This is an optimization exercise on Yosys and OpenROAD, whose aim is small area, not a production implementation.
Where RTL was checked, it was by simulation tests only, not by an equivalence proof against the original.
Function not checked in runs 2 and 6: the RTL went through the layout flow alone.
No activity file was given, so power comes from the tool's default toggle rates.

==> flow/design.v <==
module sgp41_crc8 (
    input  wire [15:0] data,
    output reg  [7:0]  crc
);
    integer i;
    always @* begin
        crc = 8'hFF;
        for (i = 15; i >= 0; i = i - 1) begin
            if (crc[7] ^ data[i])
                crc = {crc[6:0], 1'b0} ^ 8'h31;
            else
                crc = {crc[6:0], 1'b0};
        end
    end
endmodule
module sgp41_pl (
    input  wire        clk,
    input  wire        rst,
    input  wire        req_valid,
    input  wire [2:0]  req_op,
    input  wire [7:0]  req_addr,
    input  wire [15:0] req_p0,
    input  wire [15:0] req_p1,
    output wire        busy,
    output reg         done,
    output reg  [2:0]  res_status,
    output reg  [2:0]  res_op,
    output wire [1:0]  res_nwords,
    output wire [15:0] res_w0,
    output wire [15:0] res_w1,
    output wire [15:0] res_w2,
    output reg         res_bound,
    output wire        st_pass,
    output wire        st_voc_fail,
    output wire        st_nox_fail,
    input  wire [15:0] crc_in,
    output wire [7:0]  crc_out,
    output wire        t_valid,
    output wire [2:0]  t_kind,
    output wire [7:0]  t_addr,
    output wire [7:0]  t_hnd,
    output reg  [3:0]  t_len,
    output wire [63:0] t_wdata,
    input  wire        t_done,
    input  wire        t_ok,
    input  wire [7:0]  t_rhnd,
    input  wire [71:0] t_rdata,
    output wire        z_valid,
    output reg  [8:0]  z_ms,
    input  wire        z_done
);
    localparam [2:0] OP_BEGIN      = 3'd0;
    localparam [2:0] OP_END        = 3'd1;
    localparam [2:0] OP_GET_SERIAL = 3'd2;
    localparam [2:0] OP_CONDITION  = 3'd3;
    localparam [2:0] OP_MEASURE    = 3'd4;
    localparam [2:0] OP_SELF_TEST  = 3'd5;
    localparam [2:0] OP_HEATER_OFF = 3'd6;
    localparam [2:0] OP_SOFT_RESET = 3'd7;
    localparam [2:0] ST_OK        = 3'd0;
    localparam [2:0] ST_E_OPEN    = 3'd1;
    localparam [2:0] ST_E_WRITE   = 3'd2;
    localparam [2:0] ST_E_READ    = 3'd3;
    localparam [2:0] ST_E_CRC     = 3'd4;
    localparam [2:0] ST_E_IDENT   = 3'd5;
    localparam [2:0] ST_E_NOTRDY  = 3'd6;
    localparam [2:0] PH_IDLE   = 3'd0;
    localparam [2:0] PH_OPEN   = 3'd1;    
    localparam [2:0] PH_REL    = 3'd2;    
    localparam [2:0] PH_WRITE  = 3'd3;    
    localparam [2:0] PH_WRITEG = 3'd4;    
    localparam [2:0] PH_READ   = 3'd5;    
    localparam [2:0] PH_DELAY  = 3'd6;    
    localparam [2:0] PH_ROT    = 3'd7;    
    reg [2:0]  phase;
    reg        chk;       
    reg [7:0]  hnd;
    reg [71:0] ring;
    reg [7:0]  lf;        
    reg [2:0]  bitn;      
    reg [1:0]  byten;     
    reg [1:0]  trip;      
    reg        bad;       
    reg        nz;        
    reg        no;        
    function [15:0] cmd_word(input [2:0] op);
        case (op)
            OP_BEGIN, OP_GET_SERIAL: cmd_word = 16'h3682;
            OP_CONDITION:            cmd_word = 16'h2612;
            OP_MEASURE:              cmd_word = 16'h2619;
            OP_SELF_TEST:            cmd_word = 16'h280E;
            OP_HEATER_OFF:           cmd_word = 16'h3615;
            OP_SOFT_RESET:           cmd_word = 16'h0006;
            default:                 cmd_word = 16'h0000;
        endcase
    endfunction
    function [1:0] resp_words(input [2:0] op);
        case (op)
            OP_BEGIN, OP_GET_SERIAL: resp_words = 2'd3;
            OP_CONDITION:            resp_words = 2'd1;
            OP_MEASURE:              resp_words = 2'd2;
            OP_SELF_TEST:            resp_words = 2'd1;
            default:                 resp_words = 2'd0;
        endcase
    endfunction
    function [8:0] delay_ms(input [2:0] op);
        case (op)
            OP_BEGIN, OP_GET_SERIAL: delay_ms = 9'd1;
            OP_CONDITION:            delay_ms = 9'd50;
            OP_MEASURE:              delay_ms = 9'd50;
            OP_SELF_TEST:            delay_ms = 9'd320;
            OP_HEATER_OFF:           delay_ms = 9'd1;
            OP_SOFT_RESET:           delay_ms = 9'd20;
            default:                 delay_ms = 9'd0;
        endcase
    endfunction
    sgp41_crc8 u_crc_port (.data(crc_in), .crc(crc_out));
    wire [1:0] n_resp = resp_words(res_op);
    assign busy     = (phase != PH_IDLE);
    assign t_valid  = (phase != PH_IDLE) && (phase != PH_DELAY) && (phase != PH_ROT);
    assign t_kind   = phase;
    assign z_valid  = (phase == PH_DELAY);
    assign t_addr   = ring[47:40];
    assign t_hnd    = hnd;
    assign t_wdata  = {cmd_word(res_op), ring[71:56], ring[47:32], ring[23:8]};
    assign res_w0     = ring[71:56];
    assign res_w1     = ring[47:32];
    assign res_w2     = ring[23:8];
    assign res_nwords = (res_status == ST_OK) ? n_resp : 2'd0;
    always @* begin
        if (phase == PH_READ)
            t_len = {n_resp, 1'b0} + {2'b00, n_resp};
        else if (res_op == OP_CONDITION || res_op == OP_MEASURE)
            t_len = 4'd8;
        else
            t_len = 4'd2;
        z_ms = delay_ms(res_op);
    end
    assign st_pass     = (res_w0 == 16'hD400);
    assign st_voc_fail = res_w0[0];
    assign st_nox_fail = res_w0[1];
    wire rot      = (phase == PH_ROT);
    wire last_bit = &bitn;
    wire last     = last_bit & byten[1] & trip[1];
    wire keep     = (trip < n_resp);
    wire fr_p     = (trip == 2'd0) ? !byten[1] :
                    (trip == 2'd1) ? (byten == 2'd1) : (byten == 2'd0);
    wire fr_s     = (trip == 2'd1) ? (byten == 2'd0) :
                    (trip == 2'd2) && (byten == 2'd1);
    wire is_p     = chk ? !byten[1] : fr_p;
    wire is_s     = chk ? byten[1]  : fr_s;
    wire d        = ring[71];
    wire fb       = is_p & (lf[7] ^ d);
    wire ring_in  = (!chk && fr_s) ? lf[7] : (d & (keep | !chk));
    wire mism     = chk & byten[1] & keep & (d ^ lf[7]);
    wire bad_now  = bad | mism;
    wire ident    = !nz | !no;
    wire accept  = (phase == PH_IDLE) && req_valid;
    wire answer  = t_valid && t_done;
    wire ld_rd   = (phase == PH_READ) && t_done && t_ok;
    reg [2:0] phase_n;
    reg [2:0] status_n;
    reg       fin;        
    reg       clr;        
    reg       bound_n;
    always @* begin
        phase_n  = phase;
        status_n = res_status;
        fin      = 1'b0;
        clr      = 1'b0;
        bound_n  = res_bound;
        case (phase)
            PH_IDLE: if (req_valid) begin
                status_n = ST_OK;
                case (req_op)
                    OP_BEGIN: phase_n = res_bound ? PH_REL : PH_OPEN;
                    OP_END: begin
                        if (res_bound) phase_n = PH_REL;
                        else begin fin = 1'b1; clr = 1'b1; end
                    end
                    default: begin
                        if (!res_bound) begin
                            status_n = ST_E_NOTRDY;
                            fin = 1'b1; clr = 1'b1;
                        end else if (req_op == OP_CONDITION || req_op == OP_MEASURE)
                            phase_n = PH_ROT;
                        else if (req_op == OP_SOFT_RESET)
                            phase_n = PH_WRITEG;
                        else
                            phase_n = PH_WRITE;
                    end
                endcase
            end
            PH_REL: if (t_done) begin
                bound_n = 1'b0;
                if (res_op == OP_BEGIN && res_status == ST_OK)
                    phase_n = PH_OPEN;
                else begin fin = 1'b1; clr = 1'b1; end
            end
            PH_OPEN: if (t_done) begin
                if (t_ok) begin
                    bound_n = 1'b1;
                    phase_n = PH_WRITE;
                end else begin
                    status_n = ST_E_OPEN;
                    fin = 1'b1; clr = 1'b1;
                end
            end
            PH_WRITE: if (t_done) begin
                if (t_ok) phase_n = PH_DELAY;
                else begin
                    status_n = ST_E_WRITE;
                    if (res_op == OP_BEGIN) phase_n = PH_REL;
                    else begin fin = 1'b1; clr = 1'b1; end
                end
            end
            PH_WRITEG: if (t_done) phase_n = PH_DELAY;
            PH_DELAY: if (z_done) begin
                if (n_resp == 2'd0) begin fin = 1'b1; clr = 1'b1; end
                else phase_n = PH_READ;
            end
            PH_READ: if (t_done) begin
                if (t_ok) phase_n = PH_ROT;
                else begin
                    status_n = ST_E_READ;
                    if (res_op == OP_BEGIN) phase_n = PH_REL;
                    else begin fin = 1'b1; clr = 1'b1; end
                end
            end
            PH_ROT: if (last) begin
                if (!chk) phase_n = PH_WRITE;
                else if (bad_now || (res_op == OP_BEGIN && ident)) begin
                    status_n = bad_now ? ST_E_CRC : ST_E_IDENT;
                    if (res_op == OP_BEGIN) phase_n = PH_REL;
                    else begin fin = 1'b1; clr = 1'b1; end
                end else
                    fin = 1'b1;
            end
            default: ;
        endcase
        if (fin) phase_n = PH_IDLE;
    end
    always @(posedge clk) begin
        if (rst) begin
            phase      <= PH_IDLE;
            done       <= 1'b0;
            res_status <= ST_OK;
            res_op     <= OP_END;
            res_bound  <= 1'b0;
        end else begin
            phase      <= phase_n;
            done       <= fin;
            res_status <= status_n;
            res_bound  <= bound_n;
            if (accept) res_op <= req_op;
        end
    end
    always @(posedge clk) begin
        if (phase == PH_OPEN && t_done && t_ok) hnd <= t_rhnd;
        if (ld_rd) chk <= 1'b1;
        else if (accept) chk <= 1'b0;
    end
    always @(posedge clk) begin
        if (!rot)
            lf <= 8'hFF;
        else
            lf <= {lf[6:0], is_p ? fb : (is_s | lf[7])} ^ {2'b00, fb, fb, 3'b000, 1'b0};
        if (!rot) begin
            bitn  <= 3'd0;
            byten <= 2'd0;
            trip  <= 2'd0;
        end else begin
            bitn <= bitn + 3'd1;
            if (last_bit) begin
                byten <= byten[1] ? 2'd0 : byten + 2'd1;
                if (byten[1]) trip <= trip + 2'd1;
            end
        end
        bad <= rot & bad_now;
        nz  <= rot & (nz | (!byten[1] & d));
        no  <= rot & (no | (!byten[1] & !d));
    end
    wire s_rd   = ld_rd & !rst;
    wire s_req  = accept & !clr & !rst;
    wire s_sh   = rot & !clr & !rst;
    wire s_hold = !(ld_rd | accept | rot | clr | rst);
    wire [71:0] req_v = {req_p0, 8'h00, req_addr, req_p1[15:8], 8'h00,
                         req_p1[7:0], 16'h0000};
    wire [71:0] ring_prev = {ring[70:0], ring_in};
    wire [71:0] ring_w = ({72{s_rd}} & t_rdata) | ({72{s_req}} & req_v) |
                         ({72{s_sh}} & ring_prev) | ({72{s_hold}} & ring);
    always @(posedge clk) begin
        ring[71:56] <= ring_w[71:56];
        ring[47:32] <= ring_w[47:32];
        ring[23:8]  <= ring_w[23:8];
        ring[55:48] <= ld_rd ? t_rdata[55:48] : ring[54:47];
        ring[31:24] <= ld_rd ? t_rdata[31:24] : ring[30:23];
        ring[7:0]   <= ld_rd ? t_rdata[7:0]   : {ring[6:0], ring_in};
    end
endmodule
==> flow/flow/run.sh <==
#!/bin/bash
set -euo pipefail
here=$(pwd)
flowdir=$(cd "$(dirname "${BASH_SOURCE[0]}")" && pwd)

# synthesis script: the standard flow's, with ABC's script swapped for the area script
{
  echo "proc abc {args} {"
  echo "  set i [lsearch -exact \$args -script]"
  echo "  if {\$i >= 0} { lset args [expr {\$i + 1}] {$flowdir/abc_area.script} }"
  echo "  yosys abc {*}\$args"
  echo "}"
  cat synth_recipe.tcl
} > area_synth.tcl
sed "s#SYNTH_SCRIPT=[^ ]*synth_recipe.tcl#SYNTH_SCRIPT=$here/area_synth.tcl#" standard.sh > area_standard.sh
grep -q "SYNTH_SCRIPT=$here/area_synth.tcl" area_standard.sh

export BUFFER_PORTS_ARGS="-buffer_cell sky130_fd_sc_hd__buf_1"
bash area_standard.sh > run_standard.log 2>&1
==> flow/flow/abc_area.script <==
strash
&get -n
&deepsyn -T 30
&put
strash
dc2
dch -f
amap
topo
==> flow/standard.sh <==
#!/bin/bash
# synth_recipe.tcl (not shown) runs the flow's synth.tcl, then flattens the netlist and writes it again
# the make line also repeats each setting of config.mk as NAME=value (left out here)
make -C /OpenROAD-flow-scripts/flow DESIGN_CONFIG=/design/flow/config.mk WORK_HOME=/design/flow/orfs CLKGATE_MAP_FILE= SYNTH_SCRIPT=/design/flow/synth_recipe.tcl "${@:-finish}"
==> flow/config.mk <==
export PLATFORM = sky130hd
export DESIGN_NAME = sgp41_pl
export DESIGN_NICKNAME = sgp41_pl
export VERILOG_FILES = /design/flow/design.v
export SDC_FILE = /design/flow/constraint.sdc
export NUM_CORES = 4
export LEC_CHECK = 0
export CAP_MARGIN = 20
export CORE_MARGIN = 2
export CORE_UTILIZATION = 40
export CTS_BUF_LIST = sky130_fd_sc_hd__clkbuf_8
export SLEW_MARGIN = 20
==> flow/constraint.sdc <==
create_clock -name core_clock -period 10.0 [get_ports {clk}]
set_input_delay 2.0000 -clock core_clock [delete_from_list [all_inputs] [get_ports {clk}]]
set_output_delay 2.0000 -clock core_clock [all_outputs]
set_load 0.01 [all_outputs]
==> impl_results.md, run 1 <==
- Post-DP HPWL: between 10,000 and 15,000 um
- Initial antenna violation count: 0
- Synth warnings: 2
- Initial Utilization: 41.3%
- Die W: 121 um
- Setup repair bufs after CTS: 0
- Clock buffer depth: 2
- CTS buffer count: 9
- Static Leak: roughly 0.0023 uW
- Average size of a mapped cell: 8.64 um2
- Detailed Routing Iterations Pass 1: 8
- Num Clock Sinks: 110
- Net Sw Frac: ~39%
- Max Fclk: 0.166 GHz
- Post-Route Utilization: a little under half
- Pre-CTS setup slack: 4.01 ns
- # IOs: 313
- Drt drc: 0
- Peak VDD IR: 106 uV
- Number of global-route vias before repair: 4,351
- Final worst slack: 3.99 ns
- RD Place Congestion: 0.828
- Power Dens Cells: 221 mW/mm2
- Seq cells post-synth: 110
- Final global-route overflow total: 0
- Top cells by area, synth: dfxtp_1 (37%), buf_4 (16%), a222oi_1 (5.6%)
- Status: no timing/DRC/antenna violations
- Antenna Nets Post-Route: 0
- # hold bufs at CTS: 0
- Depth of the CTS H-tree: 3
- Synth-to-layout area growth: 14.9%
- Startpoint Class: input pin
- Clock Tree Root: clkbuf_8
- Register area share after synthesis: 41.4%
- Final Critical Period: approximately 6.0 ns
- CP Class: input pin to primary output
- Yosys top cell by area: dfxtp_1
- DP Cell Count: roughly 1,000
- Slew Limit Headroom: 32.7%
- Mapped Cells: 638
- Cell internal pwr: 850 uW
- CP max FO: 5
- Final setup viols: 0
- Critical Path AT: roughly 4 ns
- Largest net degree at the start of global routing: 49
- CTS tree: yes
- Clk Latency, worst-skew pair: 0.39 ns
- Final nets: 1,002
- First-pass GRT wire length: 22,400 um
- Total Routing Usage GR: between 10% and 20%
- Max_cap viols: 0
- Ratio of cells with drive above 1 in the final layout: 3.04%
- Row count: 42
- Die Height: ~120 um
- Synthesized area: 0.00551 mm2
- Yosys cell types: 38
- Fillcell total: between 1,000 and 1,500
- P_sw: 553 uW
- TNS Setup: 0 ns
- WL final: 15,500 um
- Sequential Power Share: between 40 and 50%
- Post-route insts no fill: 1,030
- IO buf count: 305
- Drt initial violations: 391
- Vias: 5,148
- Worst clock skew: 0.0156 ns
- Wire length per cell: 15.1 um
- Worst Setup End Kind: primary output
- CORE AREA: ~0.013 mm2
- RSZ-0062 raised after global routing: false
- Final max-slew violation count: 0
- HP Class: flop to flop
- Clk slew on worst S/H paths: 0.11 ns
- Final Cycle Share: 60.1%
- CTS resizes: 0
- Synth top area share: 37.1%
- Clock share of power: between 20 and 25%
- Power share of the combinational group: 34.9%
- Tightest Pin Transition: between 1 and 1.5 ns
- Required time of the critical path: 8.00 ns
- Antenna cells: 0
- Die ar.: 0.0147 mm2
- Vias per std cell: 5.00
- Fin. Hold Viols: 0
sequential cells by signal, summed over array words and instances, names as in the netlist:
| name | flops |
|---|---|
| nz | 1 |
| res_status | 3 |
| done | 1 |
| bitn | 3 |
| trip | 2 |
| bad | 1 |
| res_op | 3 |
| byten | 2 |
| res_bound | 1 |
| lf | 8 |
| ring | 72 |
| hnd | 8 |
| phase | 3 |
| chk | 1 |
| no | 1 |
power groups by stage:
stage | registers (uW) | logic (uW) | clock network (uW)
CTS | 602 | 493 | 316
floorplan | 594 | 413 | 0
finish | 603 | 490 | 310
global route | 613 | 543 | 335
detailed placement | 611 | 492 | 0
global placement | 612 | 493 | 0
Yosys cell counts, drive strengths merged:
cell	count
a2111oi	1
a211oi	1
a21oi	32
a221o	14
a221oi	1
a222oi	31
a22o	33
a22oi	3
a31o	1
a31oi	2
and3	2
buf	116
clkinv	64
conb	1
dfxtp	102
edfxtp	8
ha	8
nand2	59
nand2b	1
nand3	7
nand4	1
nor2	68
nor2b	4
nor3	11
nor4	2
o21a	6
o21ai	20
o221a	2
o221ai	3
o22ai	15
o31ai	2
o32a	1
o32ai	2
or2	7
or3	4
or4	2
xnor2	1
worst paths after layout:
path,start,endpoint,slack (ns),cells past startpoint
hold / removal,lf[1],lf[2],0.42,1
setup reg to reg,phase[1],ring[71],5.12,15
setup / recovery,crc_in[12],crc_out[0],3.99,14
hold reg to reg,lf[1],lf[2],0.42,1
worst max-delay path, stage by stage:
cell and delay, ns:
buf_1 0.10, clkinv_1 0.10, a21oi_1 0.18, nor2_1 0.06, a21oi_1 0.16, clkinv_1 0.12
o21ai_0 0.32, nor2_1 0.07, a21oi_1 0.20, nor2_1 0.08, a21oi_1 0.27, nor2_1 0.09
a21oi_1 0.11, buf_1 0.16
layout make-up:
cell class | count | area, um2 | share of cell area [%]
sequential | 110 | 2280 | 36.0
inverter | 64 | 240 | 3.79
tap | 176 | 220 | 3.48
clock buffer | 10 | 138 | 2.17
multi-input combinational | 354 | 2180 | 34.4
timing repair buffer | 310 | 1180 | 18.7
clock inverter | 6 | 92.6 | 1.46
routing by layer:
layer,GRT usage [%],vias to the layer above,part of all wire [%]
li1,-,2610,-
met1,24.7,2321,43
met2,33.0,203,48
met3,4.14,14,7.1
met4,6.54,0,1.4
met5,0,-,0
placed cells by master, fill, tap and decap left out, drive strengths merged, types with 2 or more instances in the layout:
master	instances
a22oi	3
clkbuf	10
edfxtp	8
o31ai	2
nand2	59
o21ai	20
nor4	2
a222oi	31
a31oi	2
bufinv	2
o32ai	2
or4	2
and3	2
or2	7
nor2	68
nor2b	4
dfxtp	102
a221o	14
o21a	6
o22ai	15
nand3	7
o221ai	3
nor3	11
a21oi	32
or3	4
o221a	2
buf	310
clkinv	65
ha	8
conb	7
a22o	33
clkinvlp	2
logic make-up (layout without fill, tap and decap cells):
| logic type | Yosys count | in the layout | share of synthesized area, % |
|---|---|---|---|
| DFF | 110 | 110 | 41.4 |
| AOI/OAI and AO/OA | 170 | 170 | 23.6 |
| adders and majority gates | 8 | 8 | 1.82 |
| and+or+nand+nor | 168 | 168 | 12.9 |
| buffers and inverters | 180 | 390 | 20.0 |
| xor gates and xnor gates | 1 | 1 | 0.159 |
| other | 1 | 7 | 0.0681 |
per-stage QoR:
step	hold slack (ns)	area, um2	total power (uW)
finish	0.425	6330	1400
global route	0.451	6330	1490
CTS	0.427	6330	1410
detailed placement	0.403	6100	1100
global placement	0.397	6100	1100
floorplan	0.394	5530	1010
==> run 2, diff against run 1 <==
--- a/flow/design.v
+++ b/flow/design.v
@@ -130,5 +130,6 @@
     always @* begin
         if (phase == PH_READ)
-            t_len = {n_resp, 1'b0} + {2'b00, n_resp};
+            t_len = {n_resp[1] & n_resp[0], n_resp[1] & !n_resp[0],
+                     n_resp[1] ^ n_resp[0], n_resp[0]};             
         else if (res_op == OP_CONDITION || res_op == OP_MEASURE)
             t_len = 4'd8;
@@ -257,7 +258,7 @@
     end
     always @(posedge clk) begin
-        if (phase == PH_OPEN && t_done && t_ok) hnd <= t_rhnd;
-        if (ld_rd) chk <= 1'b1;
-        else if (accept) chk <= 1'b0;
+        if (phase == PH_OPEN) hnd <= t_rhnd;
+        if (phase == PH_READ) chk <= 1'b1;
+        else if (phase == PH_IDLE) chk <= 1'b0;
     end
     always @(posedge clk) begin
@@ -271,8 +272,8 @@
             trip  <= 2'd0;
         end else begin
-            bitn <= bitn + 3'd1;
+            bitn <= {bitn[2] ^ (bitn[1] & bitn[0]), bitn[1] ^ bitn[0], !bitn[0]};
             if (last_bit) begin
-                byten <= byten[1] ? 2'd0 : byten + 2'd1;
-                if (byten[1]) trip <= trip + 2'd1;
+                byten <= {byten[0], !(byten[1] | byten[0])};    
+                if (byten[1]) trip <= {trip[0], !(trip[1] | trip[0])};
             end
         end
--- a/flow/flow/run.sh
+++ b/flow/flow/run.sh
@@ -1,3 +1,12 @@
 #!/bin/bash
+# Layout flow: the standard ORFS flow (standard.sh) with three changes
+# that only change how the layout is made:
+#  - synthesis maps the logic with an area-oriented ABC script
+#    (flow/abc_area.script) instead of ORFS's speed script; everything else in
+#    the synthesis (synth_recipe.tcl and ORFS synth.tcl) is unchanged, so the
+#    registers keep their standard names and cell types;
+#  - the port buffers are sky130_fd_sc_hd__buf_1 (ORFS picks a larger cell);
+#  - CTS uses clkbuf_8 and adds no dummy loads to balance the leaf nets.
+# Each tool's output goes to a log file here; ORFS's own logs are in orfs/logs.
 set -euo pipefail
 here=$(pwd)
@@ -9,4 +18,5 @@
   echo "  set i [lsearch -exact \$args -script]"
   echo "  if {\$i >= 0} { lset args [expr {\$i + 1}] {$flowdir/abc_area.script} }"
+  echo "  puts \"area flow: abc runs with \$args\""
   echo "  yosys abc {*}\$args"
   echo "}"
@@ -17,3 +27,4 @@
 
 export BUFFER_PORTS_ARGS="-buffer_cell sky130_fd_sc_hd__buf_1"
+export CTS_ARGS="-sink_clustering_enable -repair_clock_nets -buf_list sky130_fd_sc_hd__clkbuf_8 -dont_use_dummy_load"
 bash area_standard.sh > run_standard.log 2>&1
--- a/flow/config.mk
+++ b/flow/config.mk
@@ -9,4 +9,3 @@
 export CORE_MARGIN = 2
 export CORE_UTILIZATION = 40
-export CTS_BUF_LIST = sky130_fd_sc_hd__clkbuf_8
 export SLEW_MARGIN = 20
==> impl_results.md, run 2 <==
- Status: no timing/DRC/antenna violations
- First-pass GRT wire length: 23,500 um (+4.8%)
- Final global-route overflow total: 0 (unchanged)
- Clock Tree Root: clkbuf_8
- Detailed Routing Iterations Pass 1: 6 (-2)
- Internal reg-to-reg setup slack: 5.92 ns (+0.80 ns)
- Post-synth ARST share: 0% (unchanged)
- Vias per std cell: 5.24 (+4.9%)
- Top cells by area, synth: dfxtp_1 (37%), buf_4 (16%), a22o_1 (9.9%)
- CTS tree: yes
- Top flop regs: ring x72, hnd x8, lf x8
- Max_cap viols: 0 (unchanged)
- Post-synthesis adder-cell area fraction: 1.14% (-0.67 points)
- Num Clock Sinks: 110 (unchanged)
- Synth-to-layout area growth: 13.5%
- Synth Area in Simple Gates: 10.5% (-2.5 points)
- Fraction of the mapped netlist area in compound gates: 27.6% (+4.1 points)
- Met2 WL post-DR: 8080 um (+8.3%)
- Setup repair bufs after CTS: 0 (unchanged)
- XOR/XNOR Fraction of Synth Area: 0.160% (+0.0012 points)
- Synthesized area: 0.00547 mm2 (-0.77%)
- Ys flop type: dfxtp_1
- Final Critical Period: 5.57 ns (-0.444 ns)
- R2R cell count: 11 (-4)
- Die ar.: 0.0146 mm2 (-0.75%)
- Max Fclk: 0.180 GHz (+8.0%)
- Yosys cell types: 41 (+7.9%)
- Drt initial violations: 364 (-6.9%)
- DP Cell Count: 971 (-4.2%)
- Seq cells post-synth: 110 (unchanged)
- Clock buffer depth: 2 (unchanged)
- Final setup viols: 0 (unchanged)
- Final max-slew violation count: 0 (unchanged)
- Vias: 5,149 (+0.019%)
- Largest family of logic cells by synthesized area: compound AO/OA/AOI/OAI gates
- Die W: 121 um (-0.37%)
- Total Routing Usage GR: 20.1% (+0.59 points)
- Post-DP HPWL: 11,800 um (+2.1%)
- Initial Utilization: 41.1% (-0.16 points)
- Startpoint Class: input pin
- Final Cycle Share: 55.7% (-4.4 points)
- Yosys top cell by area: dfxtp_1
- M1 wire length: 6510 um (-3.3%)
- WL final: 15,800 um (+2.2%)
- Most frequent cells in the layout: buf_1 (305), dfxtp_1 (102), nor2_1 (72)
- Number of global-route vias before repair: 4,640 (+6.6%)
- Worst hold path endpoint: lf[3]
- Worst Setup End Kind: primary output
- Fin. Hold Viols: 0 (unchanged)
- CORE AREA: 0.0133 mm2 (-0.39%)
- Hold path startpoint: lf[2]
- Register area share after synthesis: 41.7% (+0.32 points)
- Critical Path AT: 3.57 ns (-0.44 ns)
- Max reg flops: 72 (unchanged)
- Synth warnings: 2 (unchanged)
- Initial antenna violation count: 0 (unchanged)
- CP Class: input pin to primary output
- Register name with the most flops: ring
- Reg2reg end: ring[34]
- Most common cell after layout, fill and taps aside: buf_1
- Most common library cells after synthesis: buf_4 (114), dfxtp_1 (102), nor2_1 (75), a22o_1 (62), clkinv_1 (44)
- Mapped Cells: 598 (-6.3%)
- Worst clock skew: 0.0260 ns (+0.0105 ns)
- RD Place Congestion: 0.898 (+8.4%)
- Power Dens Cells: 180 mW/mm2 (-19%)
- Average size of a mapped cell: 9.14 um2 (+5.9%)
- Most common cell in the synthesized netlist: buf_4
- Largest net degree at the start of global routing: 49 (unchanged)
- Met3 WL: 1160 um (+5.2%)
- # hold bufs at CTS: 0 (unchanged)
- CP max FO: 4 (-1)
- Final nets: 958 (-4.4%)
- Slew Limit Headroom: 32.2% (-0.43 points)
- CTS resizes: 0 (unchanged)
- WHS Path Cells: 1 (unchanged)
- RSZ-0062 raised after global routing: false
- CTS buffer count: 9 (unchanged)
- Static Leak: 0.00219 uW (-3.8%)
- Antenna Nets Post-Route: 0 (unchanged)
- TNS Setup: 0 ns (unchanged)
- Clk Latency, worst-skew pair: 0.38 ns (about the same)
- Worst flop-to-flop path startpoint: res_op[1]
- HP Class: flop to flop
- Row count: 42 (unchanged)
- Ratio of cells with drive above 1 in the final layout: 2.11% (-0.94 points)
- Antenna cells: 0 (unchanged)
- Clk slew on worst S/H paths: 0.09 ns (-0.02 ns)
- Die Height: 121 um (-0.37%)
- IO buf count: 305 (unchanged)
- Hold Slack: 0.424 ns (-0.000507 ns)
- Mux share of post-synthesis cell area: 0% (unchanged)
- Required time of the critical path: 8.00 ns (about the same)
- # IOs: 313 (unchanged)
- Wire length per cell: 16.1 um (+7.2%)
- Post-route insts no fill: 982 (-4.7%)
- Peak VDD IR: 124 uV (+17%)
- Synth top area share: 37.3% (+0.29 points)
- Tightest Pin Transition: 1.01 ns (+0.00613 ns)
- DR top layer: met4
- Post-synth EDFFs: 8 (unchanged)
- Depth of the CTS H-tree: 3 (unchanged)
- Drt drc: 0 (unchanged)
[run 2: changes by cell type after synthesis, sizes merged, moves of 6 or more]
cell    previous run  this run
nand2             59        19
a22o              33        62
a221o             14        40
a222oi            31         8
clkinv            64        44
nor2              68        75
o22ai             15         9
[run 2: worst max-delay path: stages]
cell and delay [ns]:
buf_1 0.13, nor2_1 0.06, a21oi_1 0.28, nor2_1 0.10, a21oi_1 0.19, clkinv_1 0.14
a21oi_1 0.29, nor2_1 0.09, a21oi_1 0.13, buf_1 0.16
[run 2: worst max-delay path by stage]
stage,startpoint,endpoint,slack [ns],cells past startpoint
after detailed placement,crc_in[6],crc_out[7],4.45,10
after CTS,crc_in[6],crc_out[7],4.45,10
after global placement,crc_in[6],crc_out[7],4.61,10
after global routing,crc_in[6],crc_out[7],4.27,10
final,crc_in[6],crc_out[7],4.43,10
after floorplan,t_ok,ring[32],3.35,6
[run 2: layout make-up]
cell class / count / area, um2
well taps: 176 / 220
fillers: 1365 / 7090
clock buffers: 9 / 124
flip-flops and latches: 110 / 2280
repair buffers: 309 / 1210
inverters: 44 / 165
multi-input cells: 334 / 2210
[run 2: report_power, final]
group	switching (uW)	internal [uW]	total, uW
sequential	54.1	501	556
clock	135	81.3	216
combinational	217	126	343
[run 2: cells by family after synthesis]
group / count (synthesis)
AO/OA/AOI/OAI: 190
flip-flops: 110
buffers and inverters: 160
AND/OR/NAND/NOR: 131
XOR/XNOR: 1
adder cells (fa/ha/maj): 5
other: 1
[run 2: through the flow]
| stage | area [um2] | setup WS (ns) | total power, uW | utilization, % |
|---|---|---|---|---|
| 2_1_floorplan | 5490 | 3.35 | 830 | - |
| 3_3_place_gp | 6030 | 4.61 | 906 | 45.4 |
| 3_5_place_dp | 6030 | 4.45 | 908 | 45.4 |
| 4_1_cts | 6160 | 4.45 | 1120 | 46.3 |
| 5_1_grt | 6210 | 4.27 | 1180 | 46.7 |
| 6_report | 6210 | 4.43 | 1110 | 46.7 |
[run 2: layer usage]
metal / global-route usage (%) / vias to the layer above
li1: - / 2509
met1: 24.1 / 2409
met2: 36.2 / 218
met3: 5.45 / 13
met4: 3.78 / 0
met5: 0 / -
==> run 3, diff against run 2 <==
--- a/flow/design.v
+++ b/flow/design.v
@@ -258,7 +258,7 @@
     end
     always @(posedge clk) begin
-        if (phase == PH_OPEN) hnd <= t_rhnd;
-        if (phase == PH_READ) chk <= 1'b1;
-        else if (phase == PH_IDLE) chk <= 1'b0;
+        if (phase == PH_OPEN && t_done && t_ok) hnd <= t_rhnd;
+        if (ld_rd) chk <= 1'b1;
+        else if (accept) chk <= 1'b0;
     end
     always @(posedge clk) begin
--- a/flow/config.mk
+++ b/flow/config.mk
@@ -8,4 +8,4 @@
 export CAP_MARGIN = 20
 export CORE_MARGIN = 2
-export CORE_UTILIZATION = 40
+export CORE_UTILIZATION = 65
 export SLEW_MARGIN = 20
==> impl_results.md, run 3 <==
- Row count: 33 (-21%)
- Die ar.: 0.00918 mm2 (-37%)
- Most common cell in the synthesized netlist: buf_4
- Antenna Nets Post-Route: 0 (unchanged)
- Average size of a mapped cell: 8.49 um2 (-7.1%)
- WL final: 16,500 um (+4.3%)
- TNS Setup: 0 ns (unchanged)
- Post-DP HPWL: 12,700 um (+8.0%)
- Ys flop type: dfxtp_1
- Worst flop-to-flop path startpoint: res_op[1]
- Tightest Pin Transition: 0.992 ns (-0.0218 ns)
- Worst clock skew: 0.0289 ns (+0.00285 ns)
- Depth of the CTS H-tree: 3 (unchanged)
- Initial antenna violation count: 0 (unchanged)
- Fin. Hold Viols: 0 (unchanged)
- Synthesized area: 0.00548 mm2 (+0.21%)
- Drt initial violations: 521 (+43%)
- Internal reg-to-reg setup slack: 5.37 ns (-0.55 ns)
- RD Place Congestion: 0.945 (+5.3%)
- R2R cell count: 18 (+7)
- Clock buffer depth: 2 (unchanged)
- Ratio of cells with drive above 1 in the final layout: 2.11% (about the same)
- Top flop regs: ring x72, hnd x8, lf x8
- CORE AREA: 0.00818 mm2 (-39%)
- Final nets: 1,005 (+4.9%)
- Clk Latency, worst-skew pair: 0.37 ns (about the same)
- Hold Slack: 0.439 ns (+0.0145 ns)
- Post-synth ARST share: 0% (unchanged)
- Vias: 5,493 (+6.7%)
- Fillcell total: 664 (-51%)
- Final global-route overflow total: 0 (unchanged)
- Synth-to-layout area growth: 11.3%
- HP Class: flop to flop
- Status: no timing/DRC/antenna violations
- Yosys cell types: 36 (-12%)
- CTS buffer count: 9 (unchanged)
- Most frequent cells in the layout: buf_1 (305), dfxtp_1 (102), clkinv_1 (83)
- CP startpoint: crc_in[10]
- Synth warnings: 2 (unchanged)
- CTS tree: yes
- Initial Utilization: 67.0% (+26 points)
- Post-route insts no fill: 958 (-2.4%)
- Worst Setup End Kind: primary output
- Most common cell after layout, fill and taps aside: buf_1
- Max Fclk: 0.162 GHz (-9.8%)
- Setup repair bufs after CTS: 0 (unchanged)
- Max reg flops: 72 (unchanged)
- Final max-slew violation count: 0 (unchanged)
- Vias per std cell: 5.73 (+9.4%)
- Mapped Cells: 645 (+7.9%)
- Clock Tree Root: clkbuf_8
- CP Class: input pin to primary output
- # IOs: 313 (unchanged)
- Slew Limit Headroom: 33.7% (+1.5 points)
- Seq cells post-synth: 110 (unchanged)
- Startpoint Class: input pin
- RSZ-0062 raised after global routing: false
- Final Cycle Share: 61.7% (+6.0 points)
- Critical Path AT: 4.17 ns (+0.60 ns)
- Detailed Routing Iterations Pass 1: 8 (+2)
- Required time of the critical path: 8.00 ns (about the same)
- Largest net degree at the start of global routing: 42 (-14%)
- Max_cap viols: 0 (unchanged)
- Post-Route Utilization: 74.6% (+28 points)
- Wire length per cell: 17.3 um (+6.9%)
- Final setup viols: 0 (unchanged)
- Number of global-route vias before repair: 4,885 (+5.3%)
- CP endpoint: crc_out[0]
- Power Dens Cells: 222 mW/mm2 (+24%)
- Synth top area share: 37.3% (-0.077 points)
- # hold bufs at CTS: 0 (unchanged)
- First-pass GRT wire length: 23,700 um (+0.79%)
- Top cells by area, synth: dfxtp_1 (37%), buf_4 (16%), a222oi_1 (7.5%)
- Drt drc: 0 (unchanged)
- CTS resizes: 0 (unchanged)
- Register area share after synthesis: 41.7% (-0.086 points)
- Static Leak: 0.00211 uW (-4.1%)
- Final Critical Period: 6.17 ns (+0.603 ns)
- Peak VDD IR: 136 uV (+10%)
- Antenna cells: 0 (unchanged)
- Die W: 95.8 um (-21%)
- Register name with the most flops: ring
- Yosys top cell by area: dfxtp_1
- Area of the multi-input gates: 0.00207 mm2 (-6.1%)
- Num Clock Sinks: 110 (unchanged)
- Reg2reg end: ring[60]
- Die Height: 95.8 um (-21%)
- IO buf count: 305 (unchanged)
- CP max FO: 5 (+1)
- Most common library cells after synthesis: buf_4 (114), dfxtp_1 (102), clkinv_1 (83), nor2_1 (61), o21ai_0 (53)
- Post-synth EDFFs: 8 (unchanged)
- Clk slew on worst S/H paths: 0.09 ns (about the same)
- Flip-flop and latch area: 0.00228 mm2 (unchanged)
- DP Cell Count: 949 (-2.3%)
- Total Routing Usage GR: 33.8% (+14 points)
## run 3: cell count changes in the layout (fill, tap and decap cells not counted), sizes merged, moves of 14 or more
cell    previous run  this run
a221o             40         3
a222oi             8        41
a22o              62         1
clkinv            44        83
nand2             19        45
nor2              75        61
o21ai             18        53
o22a               1        23
## run 3: critical path, cell delays in order
cell      delay [ns]
buf_1           0.13
clkinv_1        0.10
o22ai_1         0.20
nand2_1         0.07
o21ai_0         0.10
nor2_1          0.08
a21oi_1         0.17
clkinv_1        0.13
a21oi_1         0.24
nor2_1          0.06
a21oi_1         0.17
nor2_1          0.06
a21oi_1         0.30
nor2_1          0.09
a21oi_1         0.12
buf_1           0.16
## run 3: routing by layer
layer | vias to the layer above | part of all wire [%] | track usage (%)
met1 | 2567 | 39 | 41.6
met5 | - | 0 | 0
met4 | 0 | 3.6 | 15.1
met2 | 284 | 49 | 56.8
met3 | 42 | 8.3 | 7.20
li1 | 2600 | - | -
## run 3: kinds of logic (layout without fill, tap and decap cells)
logic type                 Yosys count  after routing  share of synthesized area, %
AOI/OAI and AO/OA                  185            185                          24.2
DFF                                110            110                          41.7
other                                1              7                        0.0684
buffers and inverters              199            401                          21.4
adders and majority gates            5              5                          1.14
xor gates and xnor gates             2              2                         0.320
and+or+nand+nor                    143            143                          11.2
## run 3: worst min-delay path by stage
stage                         end  startpoint  cells after the start  slack [ns]
after CTS                 ring[8]     ring[7]                      2        0.44
final                       lf[3]       lf[2]                      1        0.44
after floorplan             lf[1]       lf[0]                      1        0.39
after global routing        lf[3]       lf[2]                      1        0.47
after global placement      lf[6]       lf[5]                      1        0.39
after detailed placement    lf[3]       lf[2]                      1        0.42
## run 3: layout make-up
type                    count  share of cell area (%)
repair buffers            309                    19.3
flip-flops and latches    110                    37.4
inverters                  83                    5.11
clock buffers               9                    2.03
multi-input cells         342                    34.0
well taps                 105                    2.15
## run 3: per-stage QoR
stage | cell area, um2 | total power, uW | setup WS [ns]
final | 6100 | 1350 | 3.83
after global routing | 6100 | 1430 | 3.60
after CTS | 6100 | 1350 | 3.85
after detailed placement | 5970 | 1140 | 3.87
after global placement | 5970 | 1130 | 3.94
after floorplan | 5500 | 1040 | 2.99
## run 3: report_power, final
| part | switching (uW) | internal, uW |
|---|---|---|
| Sequential | 79.8 | 531 |
| Clock | 131 | 81.3 |
| Combinational | 343 | 186 |
| Total | 554 | 799 |
==> run 4, diff against run 3 <==
--- a/flow/config.mk
+++ b/flow/config.mk
@@ -8,4 +8,4 @@
 export CAP_MARGIN = 20
 export CORE_MARGIN = 2
-export CORE_UTILIZATION = 65
+export CORE_UTILIZATION = 40
 export SLEW_MARGIN = 20
==> impl_results.md, run 4 <==
- Status: no timing/DRC/antenna violations
- Total Routing Usage GR: 20.4% (-13 points)
- Tightest Pin Transition: 1.02 ns (+0.0228 ns)
- Startpoint Class: input pin
- Vias: 5,183 (-5.6%)
- CTS tree: yes
- Setup repair bufs after CTS: 0 (unchanged)
- Initial Utilization: 41.2% (-26 points)
- WL final: 15,700 um (-4.8%)
- Final nets: 1,006 (+0.10%)
- CORE AREA: 0.0133 mm2 (+63%)
- Worst flop-to-flop path startpoint: res_op[1]
- Yosys cell types: 36 (unchanged)
- Final Critical Period: 6.18 ns (+0.00580 ns)
- Die W: 121 um (+26%)
- Most frequent cells in the layout: buf_1 (305), dfxtp_1 (102), clkinv_1 (83)
- Worst Setup End Kind: primary output
- Most common library cells after synthesis: buf_4 (114), dfxtp_1 (102), clkinv_1 (83), nor2_1 (61), o21ai_0 (53)
- Top cells by area, synth: dfxtp_1 (37%), buf_4 (16%), a222oi_1 (7.5%)
- Final max-slew violation count: 0 (unchanged)
- Critical Path AT: 4.18 ns (about the same)
- Register name with the most flops: ring
- Drt initial violations: 398 (-24%)
- Final worst slack: 3.82 ns (-0.00580 ns)
- Die ar.: 0.0146 mm2 (+60%)
- # hold bufs at CTS: 0 (unchanged)
- Largest net degree at the start of global routing: 43 (+2.4%)
- Synth top area share: 37.3% (unchanged)
- First-pass GRT wire length: 23,200 um (-1.9%)
- Peak VDD IR: 94.8 uV (-31%)
- Critical-path cell list: buf_1 > clkinv_1 > o22ai_1 > nand2_1 > o21ai_0 > nor2_1 > a21oi_1 > clkinv_1 > a21oi_1 > nor2_1 > a21oi_1 > nor2_1 > a21oi_1 > nor2_1 > a21oi_1 > buf_1
- CP Class: input pin to primary output
- Final Cycle Share: 61.8% (about the same)
- Synth-to-layout area growth: 12.9%
- Power Dens Cells: 216 mW/mm2 (-2.6%)
- TNS Setup: 0 ns (unchanged)
- Crit path top cell by count: a21oi_1
- CP max FO: 5 (unchanged)
- Yosys top cell by area: dfxtp_1
- Depth of the CTS H-tree: 3 (unchanged)
- Antenna Nets Post-Route: 0 (unchanged)
- Wire length per cell: 15.3 um (-11%)
- Detailed Routing Iterations Pass 1: 8 (unchanged)
- IO buf count: 305 (unchanged)
- Most common cell after layout, fill and taps aside: buf_1
- Max reg flops: 72 (unchanged)
- CTS resizes: 0 (unchanged)
- Ratio of cells with drive above 1 in the final layout: 2.22% (+0.11 points)
- CTS buffer count: 9 (unchanged)
- WHS Path Cells: 1 (unchanged)
- Initial antenna violation count: 0 (unchanged)
- RD Place Congestion: 0.904 (-4.3%)
- Ys flop type: dfxtp_1
- Reg2reg end: ring[63]
- Hold path startpoint: lf[5]
- Cell internal pwr: 797 uW (-0.26%)
- Required time of the critical path: 8.00 ns (about the same)
- Mapped Cells: 645 (unchanged)
- CP peak stage delay: 0.30 ns (about the same)
- Slew Limit Headroom: 32.2% (-1.5 points)
- Fin. Hold Viols: 0 (unchanged)
- Die Height: 121 um (+26%)
- Worst clock skew: 0.0199 ns (-0.00900 ns)
- Clock share of power: 15.8% (about the same)
- Sequential Power Share: 45.9% (+0.7 points)
- Static Leak: 0.00211 uW (+0.20%)
- Clk slew on worst S/H paths: 0.08 ns (about the same)
- Family with the most delay on the worst path: compound AO/OA/AOI/OAI gates
- Fillcell total: 1,409 (+110%)
- R2R cell count: 18 (unchanged)
- Seq cells post-synth: 110 (unchanged)
- Average size of a mapped cell: 8.49 um2 (unchanged)
- Antenna cells: 0 (unchanged)
- Synthesized area: 0.00548 mm2 (unchanged)
- Hold Slack: 0.423 ns (-0.0157 ns)
- Post-synth ARST share: 0% (unchanged)
- RSZ-0062 raised after global routing: false
- Drt drc: 0 (unchanged)
- WP buf/inv: 4 (unchanged)
- Register area share after synthesis: 41.7% (unchanged)
- # IOs: 313 (unchanged)
- Row count: 42 (+27%)
- Final setup viols: 0 (unchanged)
- Clk Latency, worst-skew pair: 0.38 ns (about the same)
- HP Class: flop to flop
- Clock buffer depth: 2 (unchanged)
- Synth warnings: 2 (unchanged)
- Clock Tree Root: clkbuf_8
- Net Sw Frac: 40.4% (-0.53 points)
- Num Clock Sinks: 110 (unchanged)
- Post-DP HPWL: 12,100 um (-5.1%)
- Top flop regs: ring x72, hnd x8, lf x8
- Max_cap viols: 0 (unchanged)
- Worst hold path endpoint: lf[6]
- Most common cell in the synthesized netlist: buf_4
- CP max stage cell: a21oi_1
- Final global-route overflow total: 0 (unchanged)
- Number of global-route vias before repair: 4,465 (-8.6%)
- Vias per std cell: 5.03 (-12%)
- Power share of the combinational group: 38.3% (-0.8 points)
- Max Fclk: 0.162 GHz (about the same)
- Pre-CTS setup slack: 3.84 ns (-0.0291 ns)
- P_sw: 541 uW (-2.4%)
- Post-synth EDFFs: 8 (unchanged)
- Internal reg-to-reg setup slack: 5.61 ns (+0.24 ns)
==> run 4: area by class of cell <==
type	count	area [um2]	area share (%)
repair buffers	310	1180	19.1
clock buffers	9	124	2.00
well taps	176	220	3.56
inverters	83	312	5.03
flip-flops and latches	110	2280	36.9
multi-input cells	342	2070	33.4
==> run 4: per-stage QoR <==
stage | instances | cell area [um2] | util, % | power, uW
4_1_cts | 1030 | 6190 | 46.5 | 1350
2_1_floorplan | 651 | 5500 | - | 1040
3_5_place_dp | 1021 | 6060 | 45.6 | 1140
5_1_grt | 1030 | 6190 | 46.5 | 1430
3_3_place_gp | 1021 | 6060 | 45.6 | 1140
6_report | 1030 | 6190 | 46.5 | 1340
==> run 4: worst max-delay path by stage <==
| stage | startpoint | endpoint | slack [ns] | depth (start not counted) |
|---|---|---|---|---|
| 5_1_grt | crc_in[10] | crc_out[0] | 3.43 | 16 |
| 3_3_place_gp | crc_in[10] | crc_out[0] | 3.88 | 16 |
| 4_1_cts | crc_in[10] | crc_out[0] | 3.82 | 16 |
| 6_report | crc_in[10] | crc_out[0] | 3.82 | 16 |
| 2_1_floorplan | t_ok | ring[32] | 2.99 | 8 |
| 3_5_place_dp | crc_in[10] | crc_out[0] | 3.84 | 16 |
==> run 4: cells by family after synthesis <==
family,after synthesis,synth area share [%]
XOR/XNOR,2,0.320
buffers and inverters,199,21.4
AO/OA/AOI/OAI,185,24.2
flip-flops,110,41.7
AND/OR/NAND/NOR,143,11.2
adder cells (fa/ha/maj),5,1.14
other,1,0.0684
==> run 4: power groups by stage <==
stage	clock, uW	sequential, uW	combinational, uW
2_1_floorplan	0	604	433
3_3_place_gp	0	623	517
3_5_place_dp	0	623	514
4_1_cts	225	613	516
5_1_grt	240	625	567
6_report	212	614	512
==> run 4: layer usage <==
| layer | track usage (%) | vias up | routed length [um] |
|---|---|---|---|
| met2 | 35.6 | 189 | 7800 |
| met4 | 4.87 | 0 | 141 |
| met1 | 24.8 | 2383 | 6700 |
| li1 | - | 2597 | - |
| met5 | 0 | - | 0 |
| met3 | 5.87 | 14 | 1090 |
==> run 5, diff against run 4 <==
--- a/flow/flow/run.sh
+++ b/flow/flow/run.sh
@@ -27,4 +27,4 @@
 
 export BUFFER_PORTS_ARGS="-buffer_cell sky130_fd_sc_hd__buf_1"
-export CTS_ARGS="-sink_clustering_enable -repair_clock_nets -buf_list sky130_fd_sc_hd__clkbuf_8 -dont_use_dummy_load"
+export CTS_ARGS="-sink_clustering_enable -repair_clock_nets -buf_list sky130_fd_sc_hd__clkbuf_16 -sink_clustering_size 40 -sink_clustering_max_diameter 400 -dont_use_dummy_load"
 bash area_standard.sh > run_standard.log 2>&1
==> impl_results.md, run 5 <==
- Sequential Power Share: 43.0% (-2.9 points)
- RSZ-0062 raised after global routing: false
- Post-DP HPWL: 12,100 um (unchanged)
- Family with the most delay on the worst path: compound AO/OA/AOI/OAI gates
- WP buf/inv: 4 (unchanged)
- Max reg flops: 72 (unchanged)
- Top cells by area, synth: dfxtp_1 (37%), buf_4 (16%), a222oi_1 (7.5%)
- Detailed Routing Iterations Pass 1: 5 (-3)
- Max Fclk: 0.162 GHz (about the same)
- Drt initial violations: 483 (+21%)
- Slew Limit Headroom: 30.5% (-1.7 points)
- Required time of the critical path: 8.00 ns (about the same)
- Num Clock Sinks: 110 (unchanged)
- Pre-CTS setup slack: 3.84 ns (unchanged)
- WL final: 15,800 um (+0.52%)
- Max_cap viols: 0 (unchanged)
- Power Dens Cells: 227 mW/mm2 (+5.0%)
- Clock share of power: 21.1% (+5.3 points)
- Register name with the most flops: ring
- Yosys top cell by area: dfxtp_1
- Average size of a mapped cell: 8.49 um2 (unchanged)
- Die Height: 121 um (unchanged)
- Yosys cell types: 36 (unchanged)
- Largest net degree at the start of global routing: 43 (unchanged)
- CORE AREA: 0.0133 mm2 (unchanged)
- Critical-path cell list: buf_1 > clkinv_1 > o22ai_1 > nand2_1 > o21ai_0 > nor2_1 > a21oi_1 > clkinv_1 > a21oi_1 > nor2_1 > a21oi_1 > nor2_1 > a21oi_1 > nor2_1 > a21oi_1 > buf_1
- Power share of the combinational group: 35.9% (-2.4 points)
- Initial Utilization: 41.2% (unchanged)
- Ratio of cells with drive above 1 in the final layout: 2.22% (unchanged)
- CP max FO: 5 (unchanged)
- Synth-to-layout area growth: 14.8%
- R2R cell count: 18 (unchanged)
- Final Cell Area: 0.00629 mm2 (+1.6%)
- Seq cells post-synth: 110 (unchanged)
- Critical Path AT: 4.18 ns (about the same)
- Wire length per cell: 15.3 um (+0.52%)
- Most frequent cells in the layout: buf_1 (305), dfxtp_1 (102), clkinv_1 (83)
- IO buf count: 305 (unchanged)
- Startpoint Class: input pin
- Synthesized area: 0.00548 mm2 (unchanged)
- Fin. Hold Viols: 0 (unchanged)
- Row count: 42 (unchanged)
- P_sw: 552 uW (+2.1%)
- Total Routing Usage GR: 20.5% (+0.042 points)
- Register area share after synthesis: 41.7% (unchanged)
- Most common cell after layout, fill and taps aside: buf_1
- Antenna cells: 0 (unchanged)
- CP peak stage delay: 0.30 ns (about the same)
- WHS Path Cells: 1 (unchanged)
- Net Sw Frac: 38.7% (-1.7 points)
- Number of global-route vias before repair: 4,485 (+0.45%)
- Clock Tree Root: clkbuf_16
- Fillcell total: 1,393 (-1.1%)
- Static Leak: 0.00216 uW (+2.2%)
- Clk Latency, worst-skew pair: 0.35 ns (-0.03 ns)
- # IOs: 313 (unchanged)
- Worst clock skew: 0.0115 ns (-0.00836 ns)
- Final max-slew violation count: 0 (unchanged)
- Tightest Pin Transition: 1.04 ns (+0.0255 ns)
- Cell internal pwr: 875 uW (+9.9%)
- Initial antenna violation count: 0 (unchanged)
- Peak VDD IR: 112 uV (+18%)
- Drt drc: 0 (unchanged)
- Status: no timing/DRC/antenna violations
- Synth top area share: 37.3% (unchanged)
- RD Place Congestion: 0.904 (unchanged)
- # hold bufs at CTS: 0 (unchanged)
- Ys flop type: dfxtp_1
- CTS buffer count: 9 (unchanged)
- Depth of the CTS H-tree: 3 (unchanged)
- Clock buffer depth: 2 (unchanged)
- CTS tree: yes
- Setup repair bufs after CTS: 0 (unchanged)
- TNS Setup: 0 ns (unchanged)
- Vias per std cell: 5.09 (+1.2%)
- DP Area: 0.00606 mm2 (unchanged)
- Post-synth EDFFs: 8 (unchanged)
- HP Class: flop to flop
- Final Critical Period: 6.18 ns (+0.000360 ns)
- Clk slew on worst S/H paths: 0.06 ns (-0.02 ns)
- Number of stages on the worst setup path: 16 (unchanged)
- Mapped Cells: 645 (unchanged)
- CTS resizes: 0 (unchanged)
- Final nets: 1,006 (unchanged)
- Antenna Nets Post-Route: 0 (unchanged)
- First-pass GRT wire length: 23,300 um (+0.36%)
- Final global-route overflow total: 0 (unchanged)
- Synth warnings: 2 (unchanged)
- CP max stage cell: a21oi_1
- Worst Setup End Kind: primary output
- Final Cycle Share: 61.8% (about the same)
- Most common cell in the synthesized netlist: buf_4
- Die ar.: 0.0146 mm2 (unchanged)
- Post-synth ARST share: 0% (unchanged)
- Most common library cells after synthesis: buf_4 (114), dfxtp_1 (102), clkinv_1 (83), nor2_1 (61), o21ai_0 (53)
- CP Class: input pin to primary output
- Final setup viols: 0 (unchanged)
- Die W: 121 um (unchanged)
- Internal reg-to-reg setup slack: 5.61 ns (about the same)
- Top flop regs: ring x72, hnd x8, lf x8
- Final worst slack: 3.82 ns (-0.000360 ns)
- Crit path top cell by count: a21oi_1
- Vias: 5,243 (+1.2%)
==> run 5: layout make-up <==
type / count / area, um2 / area share, %
Clock buffer: 9 / 225 / 3.58
Inverter: 83 / 312 / 4.95
Multi-Input combinational cell: 342 / 2070 / 32.9
Sequential cell: 110 / 2280 / 36.3
Tap cell: 176 / 220 / 3.50
Timing Repair Buffer: 310 / 1180 / 18.8
==> run 5: logic make-up after synthesis <==
family          count (synthesis)  synth area share (%)
simple gates                  143                  11.2
other cells                     1                0.0684
fa+ha+maj                       5                  1.14
xor+xnor                        2                 0.320
buf+inv                       199                  21.4
flops                         110                  41.7
compound gates                185                  24.2
==> run 5: final timing paths <==
kind / from / endpoint
worst max register to register: res_op[1] / ring[45]
worst min-delay path: lf[5] / lf[6]
worst min register to register: lf[5] / lf[6]
worst max-delay path: crc_in[10] / crc_out[0]
==> run 5: power groups by stage <==
stage / clock, uW / combinational [uW] / sequential (uW)
2_1_floorplan: 0 / 433 / 604
3_3_place_gp: 0 / 517 / 623
3_5_place_dp: 0 / 514 / 623
4_1_cts: 311 / 516 / 613
5_1_grt: 328 / 567 / 625
6_report: 301 / 512 / 614
==> run 5: per-layer routing <==
| metal | routed length [um] | vias to the layer above | global-route usage, % |
|---|---|---|---|
| met5 | 0 | - | 0 |
| met4 | 194 | 0 | 5.31 |
| met3 | 1120 | 12 | 5.22 |
| met2 | 7870 | 216 | 36.0 |
| met1 | 6620 | 2421 | 24.8 |
| li1 | - | 2594 | - |
==> run 5: through the flow <==
stage | total power (uW) | hold WS (ns) | util (%) | instances
after floorplan | 1040 | 0.394 | - | 651
after global placement | 1140 | 0.397 | 45.6 | 1021
after detailed placement | 1140 | 0.407 | 45.6 | 1021
after CTS | 1440 | 0.420 | 47.3 | 1030
after global routing | 1520 | 0.428 | 47.3 | 1030
final | 1430 | 0.418 | 47.3 | 1030
==> run 6, diff against run 5 <==
--- a/flow/design.v
+++ b/flow/design.v
@@ -81,5 +81,4 @@
     reg [1:0]  byten;     
     reg [1:0]  trip;      
-    reg        bad;       
     reg        nz;        
     reg        no;        
@@ -92,5 +91,5 @@
             OP_HEATER_OFF:           cmd_word = 16'h3615;
             OP_SOFT_RESET:           cmd_word = 16'h0006;
-            default:                 cmd_word = 16'h0000;
+            default:                 cmd_word = 16'h2E12;    
         endcase
     endfunction
@@ -112,5 +111,5 @@
             OP_HEATER_OFF:           delay_ms = 9'd1;
             OP_SOFT_RESET:           delay_ms = 9'd20;
-            default:                 delay_ms = 9'd0;
+            default:                 delay_ms = 9'd320;      
         endcase
     endfunction
@@ -155,5 +154,5 @@
     wire ring_in  = (!chk && fr_s) ? lf[7] : (d & (keep | !chk));
     wire mism     = chk & byten[1] & keep & (d ^ lf[7]);
-    wire bad_now  = bad | mism;
+    wire bad_now  = (res_status == ST_E_CRC) | mism;
     wire ident    = !nz | !no;
     wire accept  = (phase == PH_IDLE) && req_valid;
@@ -229,12 +228,15 @@
                 end
             end
-            PH_ROT: if (last) begin
-                if (!chk) phase_n = PH_WRITE;
-                else if (bad_now || (res_op == OP_BEGIN && ident)) begin
-                    status_n = bad_now ? ST_E_CRC : ST_E_IDENT;
-                    if (res_op == OP_BEGIN) phase_n = PH_REL;
-                    else begin fin = 1'b1; clr = 1'b1; end
-                end else
-                    fin = 1'b1;
+            PH_ROT: begin
+                if (mism) status_n = ST_E_CRC;
+                if (last) begin
+                    if (!chk) phase_n = PH_WRITE;
+                    else if (bad_now || (res_op == OP_BEGIN && ident)) begin
+                        status_n = bad_now ? ST_E_CRC : ST_E_IDENT;
+                        if (res_op == OP_BEGIN) phase_n = PH_REL;
+                        else begin fin = 1'b1; clr = 1'b1; end
+                    end else
+                        fin = 1'b1;
+                end
             end
             default: ;
@@ -258,7 +260,7 @@
     end
     always @(posedge clk) begin
-        if (phase == PH_OPEN && t_done && t_ok) hnd <= t_rhnd;
-        if (ld_rd) chk <= 1'b1;
-        else if (accept) chk <= 1'b0;
+        if (phase == PH_OPEN) hnd <= t_rhnd;
+        if (phase == PH_READ) chk <= 1'b1;
+        else if (phase == PH_IDLE) chk <= 1'b0;
     end
     always @(posedge clk) begin
@@ -278,5 +280,4 @@
             end
         end
-        bad <= rot & bad_now;
         nz  <= rot & (nz | (!byten[1] & d));
         no  <= rot & (no | (!byten[1] & !d));
--- a/flow/flow/run.sh
+++ b/flow/flow/run.sh
@@ -27,4 +27,4 @@
 
 export BUFFER_PORTS_ARGS="-buffer_cell sky130_fd_sc_hd__buf_1"
-export CTS_ARGS="-sink_clustering_enable -repair_clock_nets -buf_list sky130_fd_sc_hd__clkbuf_16 -sink_clustering_size 40 -sink_clustering_max_diameter 400 -dont_use_dummy_load"
+export CTS_ARGS="-sink_clustering_enable -repair_clock_nets -buf_list sky130_fd_sc_hd__clkbuf_8 -dont_use_dummy_load"
 bash area_standard.sh > run_standard.log 2>&1
==> impl_results.md, run 6 <==
- Status: no timing/DRC/antenna violations
- Final nets: 976 (-3.0%)
- CP startpoint: crc_in[8]
- Detailed Routing Iterations Pass 1: 5 (unchanged)
- Hold path startpoint: lf[0]
- Final setup viols: 0 (unchanged)
- R2R cell count: 19 (+1)
- XOR/XNOR Fraction of Synth Area: 0% (-0.32 points)
- Clk slew on worst S/H paths: 0.08 ns (+0.02 ns)
- TNS Setup: 0 ns (unchanged)
- Required time of the critical path: 8.00 ns (about the same)
- Seq cells post-synth: 109 (-0.91%)
- Antenna cells: 0 (unchanged)
- Yosys top cell by area: dfxtp_1
- Post-synthesis adder-cell area fraction: 1.36% (+0.22 points)
- Setup repair bufs after CTS: 0 (unchanged)
- Post-synth EDFFs: 8 (unchanged)
- WHS Path Cells: 1 (unchanged)
- CTS resizes: 0 (unchanged)
- Synthesized area: 0.00550 mm2 (+0.39%)
- Row count: 42 (unchanged)
- Clock Tree Root: clkbuf_8
- Slew Limit Headroom: 52.1% (+22 points)
- CTS buffer count: 9 (unchanged)
- WL final: 16,300 um (+3.0%)
- Final Cycle Share: 56.6% (-5.2 points)
- First-pass GRT wire length: 23,800 um (+2.1%)
- Synth Area in Simple Gates: 10.9% (-0.29 points)
- Power Dens Cells: 163 mW/mm2 (-28%)
- Max reg flops: 72 (unchanged)
- Total Routing Usage GR: 20.6% (+0.14 points)
- Fillcell total: 1,379 (-1.0%)
- Vias per std cell: 5.28 (+3.8%)
- Vias: 5,277 (+0.65%)
- RD Place Congestion: 0.938 (+3.7%)
- Synth top area share: 36.8% (-0.51 points)
- Synth-to-layout area growth: 13.5%
- Mapped Cells: 615 (-4.7%)
- Post-route insts no fill: 999 (-3.0%)
- Drt initial violations: 362 (-25%)
- Initial antenna violation count: 0 (unchanged)
- Worst hold path endpoint: lf[1]
- Static Leak: 0.00218 uW (+1.0%)
- Tightest Pin Transition: 0.717 ns (-0.324 ns)
- Final max-slew violation count: 0 (unchanged)
- Number of global-route vias before repair: 4,658 (+3.9%)
- Most frequent cells in the layout: buf_1 (305), dfxtp_1 (101), clkinv_1 (63)
- Largest family of logic cells by synthesized area: compound AO/OA/AOI/OAI gates
- Synth warnings: 2 (unchanged)
- Fraction of the mapped netlist area in compound gates: 26.5% (+2.4 points)
- Critical Path AT: 3.66 ns (-0.52 ns)
- Worst Setup End Kind: primary output
- CP max FO: 4 (-1)
- Most common library cells after synthesis: buf_4 (114), dfxtp_1 (101), nor2_1 (65), clkinv_1 (63), a22o_1 (55)
- CORE AREA: 0.0133 mm2 (+0.39%)
- Drt drc: 0 (unchanged)
- Most common cell after layout, fill and taps aside: buf_1
- Clock buffer depth: 2 (unchanged)
- Post-DP HPWL: 12,300 um (+1.9%)
- Register name with the most flops: ring
- Post-synth ARST share: 0% (unchanged)
- Die W: 121 um (+0.19%)
- Startpoint Class: input pin
- Largest net degree at the start of global routing: 49 (+14%)
- Fin. Hold Viols: 0 (unchanged)
- Antenna Nets Post-Route: 0 (unchanged)
- # hold bufs at CTS: 0 (unchanged)
- Ratio of cells with drive above 1 in the final layout: 2.19% (-0.038 points)
- Reg2reg end: ring[60]
- # IOs: 313 (unchanged)
- HP Class: flop to flop
- Depth of the CTS H-tree: 3 (unchanged)
- CP Class: input pin to primary output
- Most common cell in the synthesized netlist: buf_4
- Mux share of post-synthesis cell area: 0% (unchanged)
- IO buf count: 305 (unchanged)
- Max Fclk: 0.177 GHz (+9.1%)
- DP Cell Count: 988 (-3.2%)
- Final global-route overflow total: 0 (unchanged)
- RSZ-0062 raised after global routing: false
- Num Clock Sinks: 109 (-0.91%)
- Die ar.: 0.0147 mm2 (+0.38%)
- Top flop regs: ring x72, hnd x8, lf x8
- Max_cap viols: 0 (unchanged)
- Peak VDD IR: 107 uV (-4.8%)
- Wire length per cell: 16.3 um (+6.1%)
- Initial Utilization: 41.2% (about the same)
- CTS tree: yes
- Register area share after synthesis: 41.1% (-0.53 points)
- Final Critical Period: 5.66 ns (-0.517 ns)
- Internal reg-to-reg setup slack: 5.10 ns (-0.51 ns)
- Top cells by area, synth: dfxtp_1 (37%), buf_4 (16%), a22o_1 (8.8%)
- Clk Latency, worst-skew pair: 0.38 ns (+0.03 ns)
- Yosys cell types: 35 (-2.8%)
- Ys flop type: dfxtp_1
- Worst flop-to-flop path startpoint: res_op[2]
- Worst clock skew: 0.0241 ns (+0.0126 ns)
- Die Height: 121 um (+0.19%)
- Average size of a mapped cell: 8.94 um2 (+5.3%)
run 6: area by class of cell:
| cell class | count | area, um2 | share of cell area (%) |
|---|---|---|---|
| Clock buffer | 9 | 124 | 1.98 |
| Inverter | 63 | 236 | 3.79 |
| Multi-Input combinational cell | 333 | 2190 | 35.1 |
| Sequential cell | 109 | 2260 | 36.2 |
| Tap cell | 176 | 220 | 3.53 |
| Timing Repair Buffer | 309 | 1210 | 19.3 |
run 6: how the worst max path moves through the flow:
stage | end | slack (ns)
finish | crc_out[0] | 4.34
global route | crc_out[0] | 4.11
CTS | crc_out[0] | 4.36
detailed placement | ring[16] | 4.28
global placement | ring[69] | 4.37
floorplan | ring[47] | 2.43
run 6: metal layers:
metal  GRT usage, %  vias up  wire [um]
met2           36.4      210       8310
met4           4.67        0        231
met5              0        -          0
li1               -     2557          -
met3           6.11       18       1180
met1           24.6     2492       6560
run 6: through the flow:
stage          setup WS (ns)  power [uW]  util, %  hold WS, ns  instance area [um2]
2_1_floorplan           2.43         752        -        0.394                 5520
3_3_place_gp            4.37         814     45.4        0.402                 6070
3_5_place_dp            4.28         816     45.4        0.409                 6070
4_1_cts                 4.36        1030     46.4        0.435                 6190
5_1_grt                 4.11        1080     46.8        0.451                 6240
6_report                4.34        1020     46.8        0.426                 6240
run 6: cell families after synthesis:
logic type               Yosys count
AND/OR/NAND/NOR                  135
buffers and inverters            179
AO/OA/AOI/OAI                    185
other                              1
flip-flops                       109
adder cells (fa/ha/maj)            6
run 6: worst max-delay path: stages:
cell,delay [ns]
buf_1,0.14
clkinv_1,0.10
o22ai_1,0.26
nor2_1,0.07
a21oi_1,0.25
o21ai_0,0.24
o21ai_0,0.28
nand2_1,0.08
o21ai_0,0.07
buf_1,0.17
run 6: power by group:
| part | leakage [uW] | switching [uW] | internal, uW |
|---|---|---|---|
| clock | 0.0000647 | 132 | 81.2 |
| combinational | 0.00122 | 172 | 104 |
| sequential | 0.000896 | 44.7 | 485 |

## afterwards: timing with drivers on the ports
No port has a modelled driver above. Below, the same layouts with a new extraction and two added sets of constraints. Step 1: set_driving_cell puts a clkbuf_16 on clk and a buf_2 on each other input, an assumption about the parent block. Step 2, shift: input delay + t, output delay - t, t = (earliest + latest rising clock arrival at the registers) / 2. This alone moves slack from input paths to output paths. Three values: ideal ports, drivers, drivers and shift; two values: the first two.
run | t (ns) | slack for setup (ns) | slew at the worst register clock pin (ns)
run 1 | 0.418 | 3.989 / 3.964 / 3.964 | 0.11 / 0.11
run 2 | 0.397 | 4.433 / 4.410 / 4.410 | 0.11 / 0.11
run 3 | 0.389 | 3.830 / 3.807 / 3.807 | 0.11 / 0.11
run 4 | 0.402 | 3.824 / 3.802 / 3.802 | 0.10 / 0.10
run 5 | 0.387 | 3.824 / 3.801 / 3.801 | 0.07 / 0.07
run 6 | 0.399 | 4.340 / 4.317 / 4.317 | 0.10 / 0.10
After both steps setup and hold are still met in every run listed. For run 1, which loses most, drivers alone change the setup slack by -0.025 ns; drivers and shift together by -0.025 ns.
